Background: an optimization exercise with open tools, aiming at a short achievable clock period and few clock cycles per item. Do not read the settings as production practice.
In this exercise RTL edits were held to simulation tests only and were not proved equivalent to the original.
Power figures rest on the tool's default switching activity, not on a simulated workload.

--- flow/config.mk ---
export PLATFORM = sky130hd
export DESIGN_NAME = bitpack_codec
export DESIGN_NICKNAME = bitpack_codec
export VERILOG_FILES = /design/flow/design.v
export SDC_FILE = /design/flow/constraint.sdc
export NUM_CORES = 4
export LEC_CHECK = 0
export CAP_MARGIN = 20
export CORE_MARGIN = 2
export CORE_UTILIZATION = 40
export SETUP_SLACK_MARGIN = 3.4
export SLEW_MARGIN = 20
export TNS_END_PERCENT = 100
--- flow/constraint.sdc ---
create_clock -name core_clock -period 6.0 [get_ports {clk}]
set_input_delay 1.2000 -clock core_clock [delete_from_list [all_inputs] [get_ports {clk}]]
set_output_delay 1.2000 -clock core_clock [all_outputs]
set_load 0.01 [all_outputs]
--- flow/design.v ---
module bitshift_option_deriver (
    input  wire [7:0] od_in,
    output wire [7:0] opt0,
    output wire [7:0] opt1,
    output wire [7:0] opt2,
    output wire [7:0] opt3
);
    assign opt0 = od_in | {od_in[6:0], 1'b0};
    assign opt1 = od_in & {od_in[6:0], 1'b0};
    assign opt2 = od_in | {1'b0, od_in[7:1]};
    assign opt3 = od_in & {1'b0, od_in[7:1]};
endmodule
module compression_encoder_fsm (
    input  wire       clk,
    input  wire       rst,
    input  wire       in_valid,
    output wire       in_ready,
    input  wire       in_end,
    input  wire [7:0] in_data,
    output wire       out_valid,
    input  wire       out_ready,
    output wire [7:0] out_data,
    output wire       enc_done,
    output wire       enc_collision
);
    localparam Q = 8;
    reg        nrdy;            
    wire       take = in_valid && !nrdy;
    wire [7:0] a_b  = in_end ? 8'h00 : in_data;
    reg        rst_q;
    reg        s0n;             
    assign in_ready = !(rst || nrdy);
    reg        h0d, h1d;
    reg  [7:0] h0, h1;
    wire [7:0] opt0, opt1, opt2, opt3;
    bitshift_option_deriver u_odr (
        .od_in(h1), .opt0(opt0), .opt1(opt1), .opt2(opt2), .opt3(opt3)
    );
    wire       m_r1 = h1d && h1 == a_b;
    wire       m_r2 = h0d && h0 == a_b;
    wire       m_o0 = h1d && opt0 == a_b;
    wire       m_o1 = h1d && opt1 == a_b;
    wire       m_o2 = h1d && opt2 == a_b;
    wire       m_o3 = h1d && opt3 == a_b;
    wire       f_lit = !(m_r1 || m_r2 || m_o0 || m_o1 || m_o2 || m_o3);
    wire       f_mod = !m_r1 && !m_r2 && (m_o0 || m_o1 || m_o2 || m_o3);
    wire [1:0] f_op  = m_r1 ? 2'b11 : m_r2 ? 2'b10 : f_lit ? 2'b00 : 2'b01;
    wire [1:0] f_sel = m_o0 ? 2'd0 : m_o1 ? 2'd1 : m_o2 ? 2'd2 : 2'd3;
    reg        b_v, b_end;
    reg        b_fl, b_fm;      
    reg  [1:0] b_op, b_sel;
    reg  [7:0] b_lit;
    reg  [3:0] kh;              
    reg  [7:0] cb;              
    reg  [2:0] lt;              
    reg  [7:0] l0, l1, l2;
    reg        coll;
    reg        ended;
    reg  [7:0] ctrl_f;
    always @(*) begin
        ctrl_f = cb;
        if (kh[0]) begin ctrl_f[7:6] = b_op; if (b_fm) ctrl_f[5:4] = b_sel; end
        if (kh[1]) begin ctrl_f[5:4] = b_op; if (b_fm) ctrl_f[3:2] = b_sel; end
        if (kh[2]) begin ctrl_f[3:2] = b_op; if (b_fm) ctrl_f[1:0] = b_sel; end
        if (kh[3]) ctrl_f[1:0] = b_op;
    end
    wire       kk1 = kh[0] && !b_fm;
    wire       kk2 = (kh[1] && !b_fm) || (kh[0] && b_fm);
    wire       kk3 = (kh[2] && !b_fm) || (kh[1] && b_fm);
    wire       x5  = kh[3] && b_fm;
    wire       kfull = kh[3] || (kh[2] && b_fm);           
    wire [7:0] fillm = kk1 ? 8'h3F : kk2 ? 8'h0F : kk3 ? 8'h03 : 8'h00;
    wire [7:0] ctrl1 = b_end ? (ctrl_f | fillm) : ctrl_f;
    wire [7:0] ctrl2 = {b_sel, 6'b111111};
    wire [3:0] nlt = b_fl ? {lt, 1'b1} : {1'b0, lt};
    wire [7:0] nl0 = (b_fl && !lt[0])          ? b_lit : l0;
    wire [7:0] nl1 = (b_fl && lt[0] && !lt[1]) ? b_lit : l1;
    wire [7:0] nl2 = (b_fl && lt[1] && !lt[2]) ? b_lit : l2;
    wire [7:0] nl3 = b_lit;
    wire       endk0 = b_end && kh[0];
    wire       flush = (b_v && kfull) || (b_end && !kh[0]);
    wire       push  = (b_v && kfull) || b_end;
    wire [7:0] t1 = x5 ? ctrl2 : 8'h01;    
    wire [4:0] m5 = {nlt, 1'b1};           
    reg  [7:0] e0, e1, e2, e3, e4, e5;
    reg  [5:0] em;
    always @(*) begin
        e0 = endk0 ? 8'h01 : ctrl1;
        e1 = nlt[0] ? nl0 : t1;
        e2 = nlt[1] ? nl1 : (nlt[0] ? t1 : 8'h01);
        e3 = nlt[2] ? nl2 : (nlt[1] ? t1 : 8'h01);
        e4 = nlt[3] ? nl3 : (nlt[2] ? t1 : 8'h01);
        e5 = nlt[3] ? t1 : 8'h01;
        if (endk0)       em = 6'b000001;
        else if (!b_end) em = {1'b0, m5};
        else if (x5)     em = {m5[3:0], 2'b11};
        else             em = {m5, 1'b1};
    end
    reg  [7:0] q0 [0:Q-1];
    reg  [7:0] q1 [0:Q-1];
    reg  [7:0] q2 [0:Q-1];
    reg  [7:0] q3 [0:Q-1];
    reg  [7:0] q4 [0:Q-1];
    reg  [7:0] q5 [0:Q-1];
    reg  [5:0] qm [0:Q-1];
    reg        ql [0:Q-1];
    reg  [2:0] wp, rp;
    reg  [3:0] qc;
    reg  [7:0] c0, c1, c2, c3, c4, c5;    
    reg  [5:0] cm;                        
    reg        cl;                        
    reg        s0v, s1v, s0l, s1l;
    reg  [7:0] s0d, s1d;
    reg        done;
    wire       mv   = s0v && out_ready;
    wire       ce   = !cm[0];
    wire       qe   = (qc == 4'd0);
    wire       z_r1 = h1d && h1 == 8'h00;
    wire       z_r2 = h0d && h0 == 8'h00;
    wire       z_o0 = h1d && opt0 == 8'h00;
    wire       z_o1 = h1d && opt1 == 8'h00;
    wire       z_o2 = h1d && opt2 == 8'h00;
    wire       z_o3 = h1d && opt3 == 8'h00;
    wire       z_fm = !z_r1 && !z_r2 && (z_o0 || z_o1 || z_o2 || z_o3);
    wire [1:0] z_op = z_r1 ? 2'b11 : z_r2 ? 2'b10 : z_fm ? 2'b01 : 2'b00;
    wire [1:0] z_sel = z_o0 ? 2'd0 : z_o1 ? 2'd1 : z_o2 ? 2'd2 : 2'd3;
    wire [3:0] kh2  = !b_v ? kh : b_fm ? {kh[1:0], kh[3:2]} : {kh[2:0], kh[3]};
    wire [7:0] cb2  = b_v ? ctrl_f : cb;
    reg  [7:0] ctrl_z;
    always @(*) begin
        ctrl_z = cb2;
        if (kh2[0]) begin ctrl_z[7:6] = z_op; if (z_fm) ctrl_z[5:4] = z_sel; end
        if (kh2[1]) begin ctrl_z[5:4] = z_op; if (z_fm) ctrl_z[3:2] = z_sel; end
        if (kh2[2]) begin ctrl_z[3:2] = z_op; if (z_fm) ctrl_z[1:0] = z_sel; end
        if (kh2[3]) ctrl_z[1:0] = z_op;
    end
    wire       kz1  = kh2[0] && !z_fm;
    wire       kz2  = (kh2[1] && !z_fm) || (kh2[0] && z_fm);
    wire       kz3  = (kh2[2] && !z_fm) || (kh2[1] && z_fm);
    wire [7:0] fillz = kz1 ? 8'h3F : kz2 ? 8'h0F : kz3 ? 8'h03 : 8'h00;
    wire [7:0] fz   = kh2[0] ? 8'h01 : (ctrl_z | fillz);
    wire       fzl  = kh2[0];
    reg        fe;
    wire       fast = take && in_end && !rst_q && ce && qe && !(b_v && kfull) &&
                      !s1v && (!s0v || mv);
    wire [7:0] es0 = fe ? e1 : e0;
    wire [7:0] es1 = fe ? e2 : e1;
    wire [7:0] es2 = fe ? e3 : e2;
    wire [7:0] es3 = fe ? e4 : e3;
    wire [7:0] es4 = fe ? e5 : e4;
    wire [5:0] esm = fe ? {1'b0, em[5:1]} : em;
    wire       avail = !ce || !qe || (push && esm[0]);
    wire       rd    = avail && !s1v;
    reg  [7:0] g0, g1, g2, g3, g4, g5;
    reg  [5:0] gm;
    reg        gl;
    always @(*) begin
        if (!ce) begin
            g0 = c0; g1 = c1; g2 = c2; g3 = c3; g4 = c4; g5 = c5;
            gm = cm; gl = cl;
        end else if (!qe) begin
            g0 = q0[rp]; g1 = q1[rp]; g2 = q2[rp]; g3 = q3[rp]; g4 = q4[rp]; g5 = q5[rp];
            gm = qm[rp]; gl = ql[rp];
        end else begin
            g0 = es0; g1 = es1; g2 = es2; g3 = es3; g4 = es4; g5 = e5;
            gm = esm; gl = b_end;
        end
    end
    wire       glast = gl && !gm[1];
    wire       qpop  = ce && !qe;            
    wire       qpush = push && !(ce && qe);  
    assign out_valid     = !(rst || s0n);
    assign out_data      = s0d;
    assign enc_done      = done;
    assign enc_collision = coll;
    always @(posedge clk) begin
        b_lit <= a_b;
        b_op  <= f_op;
        b_sel <= f_sel;
        b_fl  <= f_lit;
        b_fm  <= f_mod;
        if (take && !in_end) begin
            h0 <= h1;
            h1 <= in_data;
        end
        if (b_v && b_fl) begin
            if (!lt[0])          l0 <= b_lit;
            if (lt[0] && !lt[1]) l1 <= b_lit;
            if (lt[1] && !lt[2]) l2 <= b_lit;
        end
        if (b_v) cb <= kfull ? (x5 ? {b_sel, 6'b0} : 8'h00) : ctrl_f;
        if (qpush) begin
            q0[wp] <= e0; q1[wp] <= e1; q2[wp] <= e2;
            q3[wp] <= e3; q4[wp] <= e4; q5[wp] <= e5;
            qm[wp] <= em; ql[wp] <= b_end;
        end
        if (rd) begin
            c0 <= g1; c1 <= g2; c2 <= g3; c3 <= g4; c4 <= g5;
        end else if (ce) begin
            c0 <= g0; c1 <= g1; c2 <= g2; c3 <= g3; c4 <= g4; c5 <= g5;
        end
        cl <= gl;
        if (!s0v || mv) begin
            s0d <= s1v ? s1d : fast ? fz : g0;
            s0l <= s1v ? s1l : fast ? fzl : glast;
        end
        if (rd) begin
            s1d <= g0;
            s1l <= glast;
        end
        rst_q <= rst;
        if (rst) begin
            nrdy  <= 1'b0;
            h0d   <= 1'b0;
            h1d   <= 1'b0;
            b_v   <= 1'b0;
            b_end <= 1'b0;
            ended <= 1'b0;
            fe    <= 1'b0;
        end else begin
            fe    <= fast;
            if (take && !in_end) begin
                h0d <= h1d;
                h1d <= 1'b1;
            end
            b_v   <= take && !in_end;
            b_end <= take && in_end;
            if (take && in_end) ended <= 1'b1;
            nrdy  <= ended || (take && in_end) || (qc > 4'd4 && !rst_q);
        end
        if (rst_q) begin
            kh    <= 4'b0001;
            lt    <= 3'b000;
            coll  <= 1'b0;
            wp    <= 3'd0;
            rp    <= 3'd0;
            qc    <= 4'd0;
            cm    <= 6'd0;
            s0v   <= 1'b0;
            s0n   <= 1'b1;
            s1v   <= 1'b0;
            done  <= 1'b0;
        end else begin
            if (b_v) begin
                kh <= b_fm ? {kh[1:0], kh[3:2]} : {kh[2:0], kh[3]};
                lt <= kfull ? 3'b000 : nlt[2:0];
            end
            if (flush && ctrl1 == 8'h01) coll <= 1'b1;
            if (qpush) wp <= wp + 3'd1;
            if (qpop)  rp <= rp + 3'd1;
            qc <= qc + {3'd0, qpush} - {3'd0, qpop};
            if (rd)               cm <= {1'b0, gm[5:1]};
            else if (ce && avail) cm <= gm;
            if (!s0v || mv) begin
                s0v <= s1v || rd || fast;
                s0n <= !(s1v || rd || fast);
                s1v <= 1'b0;
            end else if (rd) begin
                s1v <= 1'b1;
            end
            if (mv && s0l) done <= 1'b1;
        end
        if (rst) begin
            s0v  <= 1'b0;
            s0n  <= 1'b1;
            done <= 1'b0;
        end
    end
endmodule
module compression_decoder_fsm (
    input  wire       clk,
    input  wire       rst,
    input  wire       in_valid,
    output wire       in_ready,
    input  wire       in_eof,
    input  wire [7:0] in_data,
    output wire       out_valid,
    input  wire       out_ready,
    output wire [7:0] out_data,
    output wire       dec_done,
    output wire [2:0] dec_status
);
    localparam ST_NONE      = 3'd0;
    localparam ST_SENTINEL  = 3'd1;
    localparam ST_EOF_CTRL  = 3'd2;
    localparam ST_EOF_LIT   = 3'd3;
    localparam ST_EOF_SEL   = 3'd4;
    localparam ST_UNDEF_REF = 3'd5;
    localparam OP_LIT  = 2'b00;
    localparam OP_MODP = 2'b01;
    localparam OP_REP2 = 2'b10;
    localparam OP_REP1 = 2'b11;
    reg        nrdy;
    reg        stopped;
    reg  [2:0] status;
    reg  [3:0] lm;          
    reg        udp;         
    reg        sp;          
    reg        first;       
    reg        rst_q;
    reg        s0n;             
    assign in_ready = !(rst || nrdy);
    wire take = in_valid && !nrdy;
    wire [1:0] s0 = in_data[7:6], s1 = in_data[5:4], s2 = in_data[3:2], s3 = in_data[1:0];
    wire       o0 = !sp;
    wire       o1 = !(o0 && s0 == OP_MODP);
    wire       o2 = !(o1 && s1 == OP_MODP);
    wire       o3 = !(o2 && s2 == OP_MODP);
    wire       g0 = o0 && s0 == OP_LIT;
    wire       g1 = o1 && s1 == OP_LIT;
    wire       g2 = o2 && s2 == OP_LIT;
    wire       g3 = o3 && s3 == OP_LIT;
    wire       p_sp   = o3 && s3 == OP_MODP;
    wire       ud0    = first && s0 != OP_LIT;                   
    wire       ud1    = first && s0 == OP_LIT && s1 == OP_REP2;  
    wire [3:0] p_lm   = ud1 ? 4'b1000 : {g0, g1, g2, g3};
    wire       q0 = o0, q1 = o1, q2 = o2, q3 = o3 && s3 != OP_MODP;
    wire       a1 = sp || q0 || q1, a2 = (sp && q0) || (sp && q1) || (q0 && q1), a3 = sp && q0 && q1;
    wire       b1 = q2 || q3, b2 = q2 && q3;
    wire [3:0] p_nf = {(a3 && b1) || (a2 && b2),
                       a3 || (a2 && b1) || (a1 && b2),
                       a2 || (a1 && b1) || b2,
                       a1 || b1};
    wire [3:0] p_m  = ud0 ? 4'b0000 : ud1 ? 4'b0001 : p_nf;
    wire       is_ctl = (lm == 4'd0);
    wire [3:0] lm_dec = lm & (lm - 4'd1);    
    wire       is_snt = (in_data == 8'h01);
    reg        t_v, t_sp;
    reg  [7:0] t_c;
    reg [15:0] t_f;
    wire [2:0] t_n = {t_m[3], t_m[1] && !t_m[3], (t_m[0] && !t_m[1]) || (t_m[2] && !t_m[3])};
    reg  [2:0] t_nx;
    always @(*) begin : fields
        reg         skip;
        reg   [1:0] op;
        integer     i;
        t_f = 16'd0; t_nx = 3'd0; skip = t_sp;
        if (t_sp) begin
            t_f[15:12] = {OP_MODP, t_c[7:6]};
            t_nx = 3'd1;
        end
        for (i = 0; i < 4; i = i + 1) begin
            op = t_c[7-2*i -: 2];
            if (skip) skip = 1'b0;
            else if (op == OP_MODP) begin
                if (i != 3) begin
                    t_f[15-4*t_nx -: 4] = {op, t_c[5-2*i -: 2]};
                    t_nx = t_nx + 3'd1;
                    skip = 1'b1;
                end
            end else begin
                t_f[15-4*t_nx -: 4] = {op, 2'b00};
                t_nx = t_nx + 3'd1;
            end
        end
    end
    localparam DT = 8;
    localparam DF = DT + 12;
    reg  [3:0] fq [0:DF-1];
    reg  [4:0] fc;
    reg        fne;         
    reg  [7:0] lq [0:DF-1];
    reg  [4:0] lc;
    reg        lne;         
    reg  [3:0] t_m;         
    reg  [7:0] p0, p1;
    reg        s0v, s1v;
    reg  [7:0] s0d, s1d;
    reg        done;
    wire [7:0] opt0, opt1, opt2, opt3;
    bitshift_option_deriver u_odr (
        .od_in(p1), .opt0(opt0), .opt1(opt1), .opt2(opt2), .opt3(opt3)
    );
    reg  [3:0] t_h;         
    wire [3:0] hf    = fne ? fq[0] : t_h;
    wire       hv    = fne || (t_v && t_m[0]);
    wire [1:0] h_op  = hf[3:2];
    wire [1:0] h_sel = hf[1:0];
    wire       h_lit = (h_op == OP_LIT);
    wire [7:0] hl    = lq[0];
    wire       ex    = hv && (!h_lit || lne) && !s1v;
    wire       fpq   = hv && h_lit && !lne && !s1v;
    reg  [7:0] xb;
    always @(*) begin
        case (h_op)
            OP_LIT:  xb = hl;
            OP_REP2: xb = p0;
            OP_REP1: xb = p1;
            default: case (h_sel)
                2'd0:    xb = opt0;
                2'd1:    xb = opt1;
                2'd2:    xb = opt2;
                default: xb = opt3;
            endcase
        endcase
    end
    wire       mv    = s0v && out_ready;
    wire       lpop  = ex && h_lit;
    wire [4:0] fsum  = fc + {2'b00, t_n & {3{t_v}}};
    wire [4:0] fc_n  = exf ? fsum - 5'd1 : fsum;
    wire       fne_n = exf ? (fsum > 5'd1) : (fsum != 5'd0);
    assign out_valid  = !(rst || s0n);
    assign out_data   = s0d;
    assign dec_done   = done;
    assign dec_status = status;
    reg        stop_n;
    reg  [2:0] st_n;
    always @(*) begin
        stop_n = 1'b0;
        st_n   = ST_NONE;
        if (take) begin
            if (is_ctl) begin
                if (in_eof)        begin stop_n = 1'b1; st_n = sp ? ST_EOF_SEL : ST_EOF_CTRL; end
                else if (is_snt)   begin stop_n = 1'b1; st_n = ST_SENTINEL; end
                else if (ud0)      begin stop_n = 1'b1; st_n = ST_UNDEF_REF; end
            end else begin
                if (in_eof)        begin stop_n = 1'b1; st_n = ST_EOF_LIT; end
                else if (udp)      begin stop_n = 1'b1; st_n = ST_UNDEF_REF; end
            end
        end
    end
    wire       tok_ctl = take && is_ctl && !in_eof && !is_snt;
    wire       tok_lit = take && !is_ctl && !in_eof;
    wire [3:0] lm_n    = tok_ctl ? p_lm : (tok_lit ? lm_dec : lm);
    wire       ctl_n   = tok_ctl ? !(g0 || g1 || g2 || g3) : (tok_lit ? (lm_dec == 4'd0) : is_ctl);
    wire       fp      = fpq && tok_lit && (!s0v || mv);
    wire       exf     = ex || fp;
    wire       lpush   = tok_lit && !fp;
    wire [4:0] lc_p    = lpop ? lc - 5'd1 : lc;
    wire [4:0] lc_n    = lpush ? lc_p + 5'd1 : lc_p;
    wire       lne_n   = lpush || (lpop ? (lc > 5'd1) : (lc != 5'd0));
    reg  [3:0] fq_d [0:DF-1];
    always @(*) begin : fqd
        integer jj, ii;
        reg hit;
        for (jj = 0; jj < DF; jj = jj + 1) begin
            fq_d[jj] = (exf && jj < DF - 1) ? fq[jj+1] : fq[jj];
            hit = 1'b0;
            for (ii = 0; ii < 4; ii = ii + 1) begin
                if (!hit && t_m[ii] && (exf ? (fc == jj + 1 - ii) : (fc == jj - ii))) begin
                    fq_d[jj] = t_f[15-4*ii -: 4];
                    hit = 1'b1;
                end
            end
        end
    end
    integer j;
    always @(posedge clk) begin
        t_c     <= in_data;
        t_sp    <= sp;
        t_m     <= p_m & {4{tok_ctl}};
        t_h     <= sp ? {OP_MODP, s0} : {s0, (s0 == OP_MODP) ? s1 : 2'b00};
        for (j = 0; j < DF; j = j + 1) begin
            fq[j] <= fq_d[j];
            if (lpop ? (lc == j + 1) : (lc == j))
                lq[j] <= in_data;
            else if (lpop && j < DF - 1)
                lq[j] <= lq[j+1];
        end
        if (exf) begin
            p0 <= p1;
            p1 <= fp ? in_data : xb;
        end
        if (!s0v || mv)
            s0d <= s1v ? s1d : (fp ? in_data : xb);
        if (ex)
            s1d <= xb;
        rst_q <= rst;
        if (rst) begin
            nrdy    <= 1'b0;
            stopped <= 1'b0;
            status  <= ST_NONE;
            lm      <= 4'd0;
            udp     <= 1'b0;
            sp      <= 1'b0;
            first   <= 1'b1;
            t_v     <= 1'b0;
        end else begin
            t_v <= tok_ctl;
            if (tok_ctl) begin
                udp   <= ud1;
                sp    <= p_sp;
                first <= 1'b0;
            end
            lm <= lm_n;
            if (stop_n) begin
                stopped <= 1'b1;
                status  <= st_n;
            end
            nrdy <= stopped || stop_n || (ctl_n && fc > DT && !rst_q);
        end
        if (rst_q) begin
            fc      <= 5'd0;
            fne     <= 1'b0;
            lc      <= 5'd0;
            lne     <= 1'b0;
            s0v     <= 1'b0;
            s0n     <= 1'b1;
            s1v     <= 1'b0;
            done    <= 1'b0;
        end else begin
            fc  <= fc_n;
            fne <= fne_n;
            lc  <= lc_n;
            lne <= lne_n;
            if (!s0v || mv) begin
                s0v <= s1v || exf;
                s0n <= !(s1v || exf);
                s1v <= 1'b0;
            end else if (ex) begin
                s1v <= 1'b1;
            end
            if (stopped && !t_v && (!fne || (h_lit && !lne)) && !s1v && (!s0v || mv))
                done <= 1'b1;
        end
        if (rst) begin
            s0v  <= 1'b0;
            s0n  <= 1'b1;
            done <= 1'b0;
        end
    end
endmodule
module bitpack_codec (
    input  wire       clk,
    input  wire       rst,
    input  wire       enc_in_valid,
    output wire       enc_in_ready,
    input  wire       enc_in_end,
    input  wire [7:0] enc_in_data,
    output wire       enc_out_valid,
    input  wire       enc_out_ready,
    output wire [7:0] enc_out_data,
    output wire       enc_done,
    output wire       enc_collision,
    input  wire       dec_in_valid,
    output wire       dec_in_ready,
    input  wire       dec_in_eof,
    input  wire [7:0] dec_in_data,
    output wire       dec_out_valid,
    input  wire       dec_out_ready,
    output wire [7:0] dec_out_data,
    output wire       dec_done,
    output wire [2:0] dec_status
);
    compression_encoder_fsm u_enc (
        .clk(clk), .rst(rst),
        .in_valid(enc_in_valid), .in_ready(enc_in_ready),
        .in_end(enc_in_end), .in_data(enc_in_data),
        .out_valid(enc_out_valid), .out_ready(enc_out_ready),
        .out_data(enc_out_data),
        .enc_done(enc_done), .enc_collision(enc_collision)
    );
    compression_decoder_fsm u_dec (
        .clk(clk), .rst(rst),
        .in_valid(dec_in_valid), .in_ready(dec_in_ready),
        .in_eof(dec_in_eof), .in_data(dec_in_data),
        .out_valid(dec_out_valid), .out_ready(dec_out_ready),
        .out_data(dec_out_data),
        .dec_done(dec_done), .dec_status(dec_status)
    );
endmodule
--- flow/run.sh ---
#!/bin/bash
# synth_recipe.tcl (not shown) runs the flow's synth.tcl, then flattens the netlist and writes it again
# the make line also repeats each setting of config.mk as NAME=value (left out here)
make -C /OpenROAD-flow-scripts/flow DESIGN_CONFIG=/design/flow/config.mk WORK_HOME=/design/flow/orfs CLKGATE_MAP_FILE= SYNTH_SCRIPT=/design/flow/synth_recipe.tcl finish
==> flow_summary.ini, run 1 <==
[timing]
setup_viol = 0
clock.fmax_mhz = 331
hold_viol_final = 0
min_period_ps = 3020
slew-limit-headroom = 0.234
finalClockSkew_ps = 37.4
tightestPinTransition_ps = 1140
finalSetupTns_ps = 0
fin_crit_sh = 0.504
rsz0062_at_grt = yes
report.final.slew_viol_count = 0

[synthesis]
yosysUniqueCellTypes = 100
synth_nets = 3069
yosysSeqAreaShare = 0.619
syn_avg_cell_area_um2 = 13.6
synth_cells = 3023
synth_area_um2 = 41000
synth-main-ff-cell = edfxtp_1
ys_warn_count = 5
synth-async-reset-ratio = 0
ys_seq_elements = 878
synthTopCellsByArea = edfxtp_1 (57%), mux4_2 (5.4%), mux2_2 (4.9%), dfxtp_1 (4.9%), mux2i_1 (2.7%)
synth_top_area_frac = 0.570
synth_area_leader_cell = edfxtp_1
synth_edf_count = 778

[drt]
vias = 28900
drt_iter0_drc = 3440
vias_per_cell = 6.07
wirelength_um = 125000
dr.pass1.iters = 7
post_drt_wl_per_cell_um = 26.4
ant_nets = 0
drc_errors = 0

[pwr]
fin_total_pwr_mw = 21.5
powerDensity_nw_per_um2 = 411
internal_power_mw = 14.5
ir_drop_v = 0.000250
comb_power_share = 0.342
power.share.switching = 0.328
p_leak_nw = 18.0
clock_power_share = 0.265
power_frac_seq = 0.393
p_switching_mw = 7.04

[placement]
dpl.cell_count = 4306
routabilityCongestion = 0.946
port_buffers = 49
post-dp-hpwl_um = 71000
dpl-instance-area_um2 = 43200

[grt]
gr-total-overflow = 0
grtUsageTotal = 0.226
grt_pass1_vias = 28600
grt_pass1_wl_um = 180000
grt_max_degree = 59
antenna_found_initial = 5

[layout]
utilization = 0.514
regArea_um2 = 25400
fin_area_um2 = 52300
multi_input_area_um2 = 17500
layout.nets = 3356
drive_gt1_frac = 0.354
finalNonFillerCells = 4755
nFillCells = 8312
area_growth_pct = 27.7

[clock_network]
cts_made_buffers = 89
path_clk_slew_ps = 60
cts.htree.levels = 3
cts_tree = done
cts-hold-fix-buffers = 0
cts_sinks = 878
clock_path_buffers = 3
clock_latency_ps = 670
cts-root-buf = clkbuf_16

[worst_setup_path]
critPathSlowestCell = or3b_4
crit_type = in -> reg
cp_num_buf_inv = 3
reg2reg_setup_slack_ps = 3060
reg2reg_depth = 6
r2r-start = u_dec.fc[4]
path_cells = buf_8, or3b_4, nor2_4, buf_12, a2111o_2, buf_4, nand2_4, and3_1, a2111oi_2, o22ai_1
setup.worst_path.start_class = input port
cp_top_family = simple AND/OR/NAND/NOR gates
r2r-end = u_dec.fq[6][2]
critPathMaxFanout = 6
worst_path_largest_cell_delay_ps = 440
worstPathArrival_ps = 3390
crit_path_end_kind = flop
cp.depth = 10
cp.required_ps = 6370

[hold_path]
hold_path.class = reg -> reg
hold_path_depth = 2
worstHoldEndpoint = u_enc.ended
hp-start = u_enc.ended

[floorplan]
die_area_um2 = 105000
core_um2 = 102000
start_util = 0.403
fp.dieH_um = 324
die_x_um = 324
io_pins = 50
fp-row-count = 117

[run]
drv_cap = 0

[run_status]
status = no timing/DRC/antenna violations
## layout by cell type, fill, tap and decap left out, types with 23 or more instances in the layout
cell type / instances
buf_4: 181
a21oi_2: 23
o22ai_1: 49
buf_6: 83
nor3_4: 23
mux2i_1: 105
o21ai_0: 77
nor2_4: 28
a221oi_1: 23
a221oi_2: 43
mux2_2: 69
nor2_1: 214
dfxtp_1: 76
nand2b_1: 29
nand3_1: 30
xnor2_1: 27
o21ai_1: 29
nor2b_1: 27
mux2_4: 124
inv_1: 53
mux4_2: 98
clkbuf_16: 100
a21oi_1: 101
nand2_1: 175
buf_12: 58
edfxtp_1: 778
## Yosys cell counts, drive strengths merged, types with 36 or more instances
master / count
inv: 63
clkbuf: 145
mux2: 194
buf: 59
nor3: 50
nor2b: 36
a21oi: 131
nand3: 57
mux2i: 112
nor2: 257
o22ai: 62
and2: 36
dfxtp: 100
nand2: 201
o21ai: 117
edfxtp: 778
mux4: 98
a221oi: 75
## final cells by class
| class | count | area share |
|---|---|---|
| Timing Repair Buffer | 390 | 0.0839 |
| Clock buffer | 129 | 0.0500 |
| Clock inverter | 38 | 0.00758 |
| Multi-Input combinational cell | 1887 | 0.335 |
| Inverter | 64 | 0.00514 |
| Sequential cell | 878 | 0.486 |
| Tap cell | 1368 | 0.0327 |
| Antenna cell | 1 | 0.0000478 |
## how the worst max path moves through the flow
stage	start	end	slack (ps)
2_1_floorplan	dec_in_eof	u_dec.fq[15][2]	2720
3_3_place_gp	dec_in_eof	u_dec.fq[19][1]	1030
3_5_place_dp	dec_in_eof	u_dec.fq[19][1]	880
4_1_cts	dec_in_eof	u_dec.fq[5][3]	3050
5_1_grt	dec_in_eof	u_dec.fq[7][3]	2950
6_report	dec_in_eof	u_dec.fq[7][3]	2980
## cells by family (layout without fill, tap and decap cells)
group,Yosys count,in the layout,synth area share
other,0,1,0
AO/OA/AOI/OAI,624,625,0.107
flip-flops,878,878,0.619
buffers and inverters,268,621,0.0268
AND/OR/NAND/NOR,782,791,0.0949
adder cells (fa/ha/maj),23,23,0.00733
XOR/XNOR,44,44,0.00941
multiplexers,404,404,0.135
## registers in the layout, indices dropped and copies added (netlist names), 24 cells and up, named ones only
| signal | cells |
|---|---|
| u_enc.q5 | 24 |
| u_enc.q1 | 64 |
| u_enc.qm | 40 |
| u_enc.q2 | 64 |
| u_dec.lq | 160 |
| u_enc.q3 | 64 |
| u_enc.q4 | 64 |
| u_dec.fq | 80 |
| u_enc.q0 | 64 |
## worst reg2reg max path, stage by stage (launching register included)
cell       delay (ps)
dfxtp_1           420
nor2_1            390
and2_1            380
nand2_1           450
o32a_1            530
a2111oi_4         360
o22ai_1           150
## metrics by stage
stage / hold WS (ps) / setup slack [ps]
global placement: 439 / 1030
floorplan: 415 / 2720
finish: 465 / 2980
detailed placement: 448 / 882
CTS: 466 / 3050
global route: 484 / 2950
## what timing repair did
| action | CTS | global route |
|---|---|---|
| resized for setup | 449 | 409 |
| setup endpoints to repair | 1141 | 676 |
| setup buffers | 165 | 94 |
| cloned | 13 | 8 |
| pin swaps | 106 | 149 |
## power groups by stage
| stage | Sequential, mW | Combinational, mW | Clock [mW] |
|---|---|---|---|
| after global placement | 8.62 | 4.92 | 0 |
| after CTS | 8.41 | 6.24 | 5.77 |
| after floorplan | 8.24 | 3.77 | 0 |
| after detailed placement | 8.64 | 5.02 | 0 |
| final | 8.44 | 7.35 | 5.71 |
| after global routing | 8.50 | 7.74 | 6.01 |
## per-layer routing
metal	track usage	up-vias	part of all wire
li1	-	12400	-
met1	0.314	14600	0.41
met2	0.350	1534	0.46
met3	0.0448	327	0.094
met4	0.0868	6	0.035
met5	0	-	0.00035
Testbench counts, summed over its fixed seeds: cycles 55,642, items 54,748.
==> inputs of run 2 (changes only) <==
--- a/flow/design.v
+++ b/flow/design.v
@@ -371,15 +371,12 @@
     bitshift_option_deriver u_odr (
         .od_in(p1), .opt0(opt0), .opt1(opt1), .opt2(opt2), .opt3(opt3)
     );
-    reg  [3:0] t_h;         
-    wire [3:0] hf    = fne ? fq[0] : t_h;
-    wire       hv    = fne || (t_v && t_m[0]);
+    wire [3:0] hf    = fq[0];
     wire [1:0] h_op  = hf[3:2];
     wire [1:0] h_sel = hf[1:0];
     wire       h_lit = (h_op == OP_LIT);
     wire [7:0] hl    = lq[0];
-    wire       ex    = hv && (!h_lit || lne) && !s1v;
-    wire       fpq   = hv && h_lit && !lne && !s1v;
+    wire       ex    = fne && (!h_lit || lne) && !s1v;
     reg  [7:0] xb;
     always @(*) begin
         case (h_op)
@@ -397,8 +394,8 @@
     wire       mv    = s0v && out_ready;
     wire       lpop  = ex && h_lit;
     wire [4:0] fsum  = fc + {2'b00, t_n & {3{t_v}}};
-    wire [4:0] fc_n  = exf ? fsum - 5'd1 : fsum;
-    wire       fne_n = exf ? (fsum > 5'd1) : (fsum != 5'd0);
+    wire [4:0] fc_n  = ex ? fsum - 5'd1 : fsum;
+    wire       fne_n = ex ? (fsum > 5'd1) : (fsum != 5'd0);
     assign out_valid  = !(rst || s0n);
     assign out_data   = s0d;
     assign dec_done   = done;
@@ -423,21 +420,18 @@
     wire       tok_lit = take && !is_ctl && !in_eof;
     wire [3:0] lm_n    = tok_ctl ? p_lm : (tok_lit ? lm_dec : lm);
     wire       ctl_n   = tok_ctl ? !(g0 || g1 || g2 || g3) : (tok_lit ? (lm_dec == 4'd0) : is_ctl);
-    wire       fp      = fpq && tok_lit && (!s0v || mv);
-    wire       exf     = ex || fp;
-    wire       lpush   = tok_lit && !fp;
     wire [4:0] lc_p    = lpop ? lc - 5'd1 : lc;
-    wire [4:0] lc_n    = lpush ? lc_p + 5'd1 : lc_p;
-    wire       lne_n   = lpush || (lpop ? (lc > 5'd1) : (lc != 5'd0));
+    wire [4:0] lc_n    = tok_lit ? lc_p + 5'd1 : lc_p;
+    wire       lne_n   = tok_lit || (lpop ? (lc > 5'd1) : (lc != 5'd0));
     reg  [3:0] fq_d [0:DF-1];
     always @(*) begin : fqd
         integer jj, ii;
         reg hit;
         for (jj = 0; jj < DF; jj = jj + 1) begin
-            fq_d[jj] = (exf && jj < DF - 1) ? fq[jj+1] : fq[jj];
+            fq_d[jj] = (ex && jj < DF - 1) ? fq[jj+1] : fq[jj];
             hit = 1'b0;
             for (ii = 0; ii < 4; ii = ii + 1) begin
-                if (!hit && t_m[ii] && (exf ? (fc == jj + 1 - ii) : (fc == jj - ii))) begin
+                if (!hit && t_m[ii] && (ex ? (fc == jj + 1 - ii) : (fc == jj - ii))) begin
                     fq_d[jj] = t_f[15-4*ii -: 4];
                     hit = 1'b1;
                 end
@@ -449,7 +443,6 @@
         t_c     <= in_data;
         t_sp    <= sp;
         t_m     <= p_m & {4{tok_ctl}};
-        t_h     <= sp ? {OP_MODP, s0} : {s0, (s0 == OP_MODP) ? s1 : 2'b00};
         for (j = 0; j < DF; j = j + 1) begin
             fq[j] <= fq_d[j];
             if (lpop ? (lc == j + 1) : (lc == j))
@@ -457,12 +450,12 @@
             else if (lpop && j < DF - 1)
                 lq[j] <= lq[j+1];
         end
-        if (exf) begin
+        if (ex) begin
             p0 <= p1;
-            p1 <= fp ? in_data : xb;
+            p1 <= xb;
         end
         if (!s0v || mv)
-            s0d <= s1v ? s1d : (fp ? in_data : xb);
+            s0d <= s1v ? s1d : xb;
         if (ex)
             s1d <= xb;
         rst_q <= rst;
@@ -504,8 +497,8 @@
             lc  <= lc_n;
             lne <= lne_n;
             if (!s0v || mv) begin
-                s0v <= s1v || exf;
-                s0n <= !(s1v || exf);
+                s0v <= s1v || ex;
+                s0n <= !(s1v || ex);
                 s1v <= 1'b0;
             end else if (ex) begin
                 s1v <= 1'b1;
==> run 2 against run 1 <==
  * Die area increased by 0.12%
  * Global-route usage decreased by 1.4 points
  * Power fell by 9.9%
  * Clock power about the same
  * Routed wire length shrank 7.9%
  * Synthesized cell count is 1.9% higher
==> flow_summary.ini, run 2 <==
[worst_setup_path]
cp.required_ps = 4800
worstPathArrival_ps = 1610
setup.worst_path.start_class = input port
critPathMaxFanout = 5
reg2reg_setup_slack_ps = 3350
crit_path_end_kind = output pin
crit_type = in -> out

[timing]
min_period_ps = 2810
tightestPinTransition_ps = 1030
fin_ws_ps = 3190
clock.fmax_mhz = 355
setup_viol = 0
finalSetupTns_ps = 0
fin_crit_sh = 0.469
hold_viol_final = 0
report.final.slew_viol_count = 0
finalClockSkew_ps = 24.9
rsz0062_at_grt = yes
slew-limit-headroom = 0.312

[floorplan]
io_pins = 50
die_x_um = 324
core_um2 = 102000
start_util = 0.403
fp.dieH_um = 324
fp-row-count = 117
die_area_um2 = 105000

[clock_network]
cts_sinks = 866
cts_tree = done
cts_made_buffers = 90
clock_path_buffers = 3
cts-root-buf = clkbuf_16
path_clk_slew_ps = 60
cts.htree.levels = 3
cts-hold-fix-buffers = 0
clock_latency_ps = 680

[placement]
post-dp-hpwl_um = 68300
routabilityCongestion = 0.964
pre_cts_ws_ps = 1740
port_buffers = 49
dpl-instance-area_um2 = 42900

[synthesis]
yosysSeqAreaShare = 0.611
synth_xor_area_frac = 0.00833
synth_area_um2 = 41000
synth-async-reset-ratio = 0
synthAdderAreaFrac = 0.00805
synthSimpleGateAreaFrac = 0.108
ys_warn_count = 5
synth-main-ff-cell = edfxtp_1
synthMuxAreaShare = 0.122
synth_compound_area_frac = 0.113
synth_common_cells = edfxtp_1 (770), nand2_1 (281), nor2_1 (199)
yosysUniqueCellTypes = 108
synthTopCellsByArea = edfxtp_1 (56%), mux4_2 (5.5%), mux2_2 (5.3%), dfxtp_1 (4.7%), nand2_1 (2.6%)
synth_edf_count = 770
yosysMostFrequentCell = edfxtp_1
synth_top_area_frac = 0.564
synth_cells = 3079
syn_avg_cell_area_um2 = 13.3
synth_top_family_by_area = multiplexers
ys_seq_elements = 866
synth_area_leader_cell = edfxtp_1
synth_nets = 3125

[run_status]
status = no timing/DRC/antenna violations

[grt]
gr-total-overflow = 0
antenna_found_initial = 3
grtUsageTotal = 0.212
grt_max_degree = 63
grt_pass1_vias = 26900
grt_pass1_wl_um = 169000

[layout]
area_growth_pct = 17.6
reg_top3 = u_dec.lq: 160 flops, u_dec.fq: 80 flops
utilization = 0.474
largest_reg_flops = 160
nFillCells = 8929
layout.nets = 3221
final_cell_mix = edfxtp_1 (770), nand2_1 (271), mux2_2 (192)
fin_area_um2 = 48200
drive_gt1_frac = 0.275
multi_input_area_um2 = 15900
regMostFlops = u_dec.lq
regArea_um2 = 25100
layout_commonest_cell = edfxtp_1

[pwr]
ir_drop_v = 0.000252
p_leak_nw = 16.1
powerDensity_nw_per_um2 = 402

[drt]
drc_errors = 0
dr.pass1.iters = 9
vias_per_cell = 6.07
ant_nets = 0
vias = 28000
post_drt_wl_per_cell_um = 25.0
wirelength_um = 115000
drt_iter0_drc = 3402

[hold_path]
hold_path.class = reg -> reg

[run]
drv_cap = 0
==> run 2: changes by cell type after synthesis, sizes merged, moves of 13 or more <==
cell    previous run  this run
clkbuf           145       125
and2              36        18
mux2i            112        53
a31oi             21        48
buf               59        86
nand2            201       284
a21boi             2        17
o221ai             7        33
o22ai             62        49
a21oi            131        96
nand2b            34        48
nor2             257       202
a221oi            75        39
nor2b             36        63
==> run 2: layer usage <==
layer  track usage  up-vias  routed length, um
li1              -    12200                  -
met1         0.304    14100              49700
met2         0.321     1392              51400
met3        0.0423      286              10500
met4        0.0724        4               3820
met5             0        -                 67
==> run 2: layout make-up <==
cell class / instances / share of cell area
diodes: 1 / 0.0000519
clock buffers: 108 / 0.0502
clock inverters: 56 / 0.0125
inverters: 69 / 0.00641
multi-input cells: 1936 / 0.330
flip-flops and latches: 866 / 0.520
well taps: 1368 / 0.0355
repair buffers: 211 / 0.0449
repair inverters: 1 / 0.000130
==> run 2: worst max-delay path: stages <==
cell	delay (ps)
buf_16	130
nor2_4	150
buf_6	130
==> run 2: stage by stage <==
step	hold slack, ps	instances	power (mW)
after floorplan	376	3079	11.3
after global placement	436	4338	12.7
after detailed placement	434	4340	12.7
after CTS	443	4563	18.9
after global routing	461	4615	20.1
final	450	4616	19.4
==> run 2: logic make-up after synthesis <==
kind of cell | after synthesis
and+or+nand+nor | 874
DFF | 866
AOI/OAI and AO/OA | 645
muxes | 349
buffers and inverters | 280
xor gates and xnor gates | 39
adders and majority gates | 26
==> run 2: report_power, final <==
group | internal (mW) | total [mW] | switching [mW]
clock network | 3.29 | 5.72 | 2.42
registers | 7.47 | 7.94 | 0.473
logic | 2.38 | 5.71 | 3.33
==> run 2: repair_timing <==
item	in CTS	in global routing
endpoints found under the setup margin	911	522
buffers inserted	55	41
resized for setup	230	153
pin swaps	14	33
cloned	4	10
==> run 2: final timing paths <==
kind / startpoint / endpoint / depth (start not counted)
setup / recovery: rst / enc_in_ready / 3
hold / removal: u_dec.sp / u_dec.t_sp / 0
setup reg to reg: u_dec.fc[4] / u_dec.fq[16][3] / 7
hold reg to reg: u_dec.sp / u_dec.t_sp / 0
Testbench counts of run 2, summed over its fixed seeds: cycles 55,768, items 54,748.

[re-timing with driven ports]
The results above use ideal ports. As a check the final layouts listed here were re-extracted and re-timed, cells and wires unchanged.
Step 1, drivers: a clkbuf_16 drives clk and a buf_2 each remaining input, both assumed.
Step 2 adds t to the input delays and takes it off the output delays; t is the mean of the earliest and latest rising clock arrival at the registers after step 1. Input paths then give back, and output paths get back, about the clock's delay inside the block.
Slacks: ideal ports / drivers / drivers and shift; pairs: ideal ports / drivers.
run | t, ns | setup slack, ns | clock arrival spread, ns
run 1 | 0.718 | 2.977 / 3.005 / 2.286 | 0.039 / 0.039
run 2 | 0.721 | 3.186 / 3.077 / 2.787 | 0.032 / 0.032
After both steps every run listed still meets setup and hold. For run 1, which loses most, drivers alone change the setup slack by +0.028 ns; drivers and shift together by -0.691 ns.
